This is an optimization exercise on Yosys and OpenROAD, whose aim is small area, not a production implementation.
Where RTL was checked, it was by simulation tests only, not by an equivalence proof against the original.

== job 3620 ==
## kbd_periph
module kbd_periph #(
    parameter integer NUM_ROWS      = 16,
    parameter integer NUM_COLS      = 8,
    parameter integer SETTLE_CYCLES = 4,
    parameter integer STROBE_CYCLES = 80,
    parameter integer PULSE_CYCLES  = 80,
    parameter [3:0]   CLKPS_RESET   = 4'd0
) (
    input  wire                clk,
    input  wire                rst_n,
    input  wire [3:0]          bus_addr,
    input  wire [7:0]          bus_wdata,
    input  wire                bus_wr,
    input  wire                bus_rd,
    output reg  [7:0]          bus_rdata,
    output wire                tick_irq,
    output wire [3:0]          row_addr,
    output wire                row_en,
    output wire [NUM_ROWS-1:0] row_n,
    output wire                row_oe,
    input  wire [7:0]          col_in,
    output wire                col_pu,
    output wire [7:0]          data_out,
    output wire                strobe_o,
    output wire                tx_oe,
    output wire                caps_led_o,
    output wire                scr_clr_o,
    output wire                sys_rst_o,
    output wire                aux_oe
);
    localparam [3:0] A_CLKPR    = 4'h0;
    localparam [3:0] A_OCRA     = 4'h1;
    localparam [3:0] A_TCFG_A   = 4'h2;
    localparam [3:0] A_TCFG_B   = 4'h3;
    localparam [3:0] A_IMSK     = 4'h4;
    localparam [3:0] A_TICK     = 4'h5;
    localparam [3:0] A_STATUS   = 4'h6;
    localparam [3:0] A_ROW_SCAN = 4'h7;
    localparam [3:0] A_COL_DATA = 4'h8;
    localparam [3:0] A_TX_DATA  = 4'h9;
    localparam [3:0] A_LED      = 4'hA;
    localparam [3:0] A_PULSE    = 4'hB;
    localparam [3:0] A_PINCFG   = 4'hC;
    wire wr = bus_wr & rst_n;
    wire rd = bus_rd & ~bus_wr & rst_n;
    wire wr_clkpr  = wr && (bus_addr == A_CLKPR);
    wire wr_ocra   = wr && (bus_addr == A_OCRA);
    wire wr_tcfg_a = wr && (bus_addr == A_TCFG_A);
    wire wr_tcfg_b = wr && (bus_addr == A_TCFG_B);
    wire commit    = wr && (bus_addr == A_IMSK);
  ...
export LEC_CHECK = 0
export ABC_AREA = 1
export CAP_MARGIN = 20
export CORE_MARGIN = 2
export CORE_UTILIZATION = 60
export SLEW_MARGIN = 20
create_clock -name core_clock -period 10.0 [get_ports {clk}]
standard.sh (not shown) runs the stock make flow with config.mk's settings and CLKGATE_MAP_FILE= SYNTH_SCRIPT=/design/flow/synth_recipe.tcl, a recipe that flattens the netlist after the stock synthesis.
==> flow/flow/run.sh <==
#!/bin/bash
# The standard layout (standard.sh's make command and ORFS steps), with:
#  - synthesis: synth_recipe.tcl with ABC's mapping script replaced
#    (flow/synth.tcl, flow/abc_map.script);
#  - port buffers made from the smallest buffer cell (buf_1);
#  - clock tree from clkbuf_8 only, without dummy balancing loads.
set -euo pipefail
here=$(pwd)
export ABC_MAP_SCRIPT=$here/flow/abc_map.script
export FLOW_SYNTH_TCL=$here/synth_recipe.tcl
export BUFFER_PORTS_ARGS="-buffer_cell sky130_fd_sc_hd__buf_1"
export CTS_ARGS="-sink_clustering_enable -repair_clock_nets -dont_use_dummy_load -buf_list sky130_fd_sc_hd__clkbuf_8"
sed "s#SYNTH_SCRIPT=[^ ]*#SYNTH_SCRIPT=$here/flow/synth.tcl#" standard.sh > flow_standard.sh
grep -q "SYNTH_SCRIPT=$here/flow/synth.tcl" flow_standard.sh
bash flow_standard.sh > standard.log 2>&1
==> flow/flow/abc_map.script <==
strash
&get -n
&deepsyn -T 30 -S 1
&dch -f
&nf -R 1000
&put
==> flow/flow/synth.tcl <==
# synth_recipe.tcl (the standard synthesis), sourced unchanged, except that
# ABC maps the combinational logic with flow/abc_map.script instead of
# ORFS's abc_area/abc_speed script. Registers are mapped before ABC runs,
# so they are the standard synthesis's registers.
proc abc {args} {
  set i [lsearch -exact $args -script]
  if {$i >= 0} {
    set args [lreplace $args $i [expr {$i + 1}] -script $::env(ABC_MAP_SCRIPT)]
  }
  yosys abc {*}$args
}
source $::env(FLOW_SYNTH_TCL)
Job 3620: full flow OK, the timing, DRC and antenna checks passed
Setup changes, job 3620 to job 1907
--- a/flow/design.v
+++ b/flow/design.v
@@ -54,32 +54,36 @@
     wire wr_led    = wr && (bus_addr == A_LED);
     wire wr_pulse  = wr && (bus_addr == A_PULSE);
     wire wr_pincfg = wr && (bus_addr == A_PINCFG);
     wire [7:0] wdat = bus_wdata & {8{rst_n}};
     reg [3:0] clkps;
     reg       clk_lock;
-    reg [2:0] clk_win;
+    reg       clk_pce;                        
+    reg [1:0] clk_win;                        
     wire enable_pat = (bus_wdata == 8'h80);
     wire change_pat = (bus_wdata[7:4] == 4'b0000);
     always @(posedge clk) begin
         if (!rst_n) begin
             clkps    <= CLKPS_RESET;
             clk_lock <= 1'b0;
-            clk_win  <= 3'd0;
-        end else if (wr_clkpr && !clk_lock && clk_win == 3'd0 && enable_pat) begin
-            clk_win <= 3'd4;
-        end else if (wr_clkpr && !clk_lock && clk_win != 3'd0 && change_pat) begin
+            clk_pce  <= 1'b0;
+        end else if (wr_clkpr && !clk_lock && !clk_pce && enable_pat) begin
+            clk_pce <= 1'b1;
+        end else if (wr_clkpr && !clk_lock && clk_pce && change_pat) begin
             if (bus_wdata[3:0] <= 4'd8) begin
                 clkps    <= bus_wdata[3:0];
                 clk_lock <= 1'b1;
             end
-            clk_win <= 3'd0;
-        end else if (clk_win != 3'd0) begin
-            clk_win <= clk_win - 3'd1;
+            clk_pce <= 1'b0;
+        end else if (clk_pce && clk_win == 2'd0) begin
+            clk_pce <= 1'b0;
         end
     end
+    always @(posedge clk) begin
+        clk_win <= clk_pce ? clk_win - 2'd1 : 2'd3;
+    end
     reg  [7:0] div_cnt;
     wire [8:0] div_c;                         
     assign div_c[0] = 1'b1;
     genvar gi;
     generate
         for (gi = 0; gi < 8; gi = gi + 1) begin : g_divc
@@ -204,48 +208,51 @@
     end
     reg [2:0] tick_pipe;
     reg       tick_pend;
     wire tick_set = tick_pipe[2] && tcfg_imsk[1];
     always @(posedge clk) begin
         if (!rst_n) begin
-            tick_pipe <= 3'd0;
-            tick_pend <= 1'b0;
+            tick_pipe[1:0] <= 2'd0;
+            tick_pend      <= 1'b0;
         end else begin
-            tick_pipe <= {tick_pipe[1:0], tick_ev};
-            tick_pend <= tick_set | (tick_pend & ~(poll | commit));
+            tick_pipe[1:0] <= {tick_pipe[0], tick_ev};
+            tick_pend      <= tick_set | (tick_pend & ~(poll | commit));
         end
+        tick_pipe[2] <= tick_pipe[1];
     end
     assign tick_irq = tick_pend & tcfg_imsk[1];
     reg [3:0] row_sel;
     reg       row_valid;
     reg [2:0] scan_st;                        
     reg [7:0] col_smp;
     reg [7:0] col_data;
-    wire scan_busy = (scan_st != 3'd0);
+    wire scan_busy = scan_st[0] | scan_st[2];
+    wire scan_smp  = scan_st[0] & scan_st[2];     
+    wire scan_cap  = scan_st[2] & ~scan_st[1];    
+    wire scan_go   = wr_scan && !scan_busy && (bus_wdata[7:4] == 4'd0);
     always @(posedge clk) begin
-        if (scan_st == 3'd3)
+        if (scan_smp)
             col_smp <= col_in;
     end
     always @(posedge clk) begin
         if (!rst_n) begin
             row_sel   <= 4'd0;
             row_valid <= 1'b0;
             scan_st   <= 3'd0;
             col_data  <= 8'd0;
-        end else if (scan_busy) begin
-            scan_st <= scan_st - 3'd1;
-            if (scan_st == 3'd1)
-                col_data <= ~col_smp;
-        end else if (wr_scan) begin
-            if (bus_wdata[7:4] == 4'd0) begin
+        end else begin
+            if (scan_busy || scan_go)
+                scan_st <= {scan_st[1:0], ~scan_st[2]};
+            if (scan_go) begin
                 row_sel   <= bus_wdata[3:0];
                 row_valid <= 1'b1;
-                scan_st   <= 3'd5;
-            end else begin
-                col_data <= 8'd0;
             end
+            if (scan_cap)
+                col_data <= ~col_smp;
+            else if (wr_scan && !scan_busy && !scan_go)
+                col_data <= 8'd0;
         end
     end
     genvar ri;
     generate
         for (ri = 0; ri < NUM_ROWS; ri = ri + 1) begin : g_row
             assign row_n[ri] = ~(row_valid && (row_sel == ri));
@@ -301,13 +308,13 @@
         end
     end
     always @(*) begin
         bus_rdata = 8'd0;
         if (rd) begin
             case (bus_addr)
-                A_CLKPR:    bus_rdata = {clk_win != 3'd0, clk_lock, 2'b00, clkps};
+                A_CLKPR:    bus_rdata = {clk_pce, clk_lock, 2'b00, clkps};
                 A_OCRA:     bus_rdata = ocra;
                 A_TCFG_A:   bus_rdata = tcfg_a;
                 A_TCFG_B:   bus_rdata = {4'd0, tcfg_b};
                 A_IMSK:     bus_rdata = {4'd0, tcfg_imsk};
                 A_TICK:     bus_rdata = {7'd0, tick_pend};
                 A_STATUS:   bus_rdata = {2'b00, rst_act, clr_act, tx_busy, scan_busy, cfg_busy, tick_pend};
Notes after the runs:
In the metrics for job 3620 and job 1907, the one carrying the lower total nets after synthesis is job 1907.
Non-clock buffer total of the final layout grows by a few percent when moving from job 3620 to job 1907.
Per the comparison of job 1907 with job 3620, synthesis-to-layout area growth went up 0.64 points; share of the clock period used by the worst path after layout went down by 6.8 points; die area -about 0.8%.
Compared with job 3620, job 1907 shows a first-iteration DRC count that is 28% lower.
Count of clock-buffer cells in the layout came out exactly the same in job 3620 and job 1907.
In job 1907, multi-input gate share of the layout cell area is lower than in job 3620.
Function not checked in job 1907: the RTL went through the layout flow alone.

-- re-timing with driven ports --
The results above use ideal ports. As a check the final layouts listed here were re-extracted and re-timed, cells and wires unchanged. Step 1: set_driving_cell puts a clkbuf_16 on clk and a buf_2 on each other input, an assumption about the parent block. Step 2, shift: input delay + t, output delay - t, t = (earliest + latest rising clock arrival at the registers) / 2. This alone moves slack from input paths to output paths. a / b / c = no drivers / after step 1 / after step 2; a / b = the first two.
run | shift t [ns] | setup slack, ns | worst setup path at the end | clock arrival spread, ns | pins driven straight from the clock port
job 3620 | 0.463 | 3.013 / 3.013 / 3.013 | register to register | 0.028 / 0.029 | 1
job 1907 | 0.462 | 3.692 / 3.692 / 3.692 | register to register | 0.017 / 0.017 | 1
After both steps setup and hold are still met in every run listed.
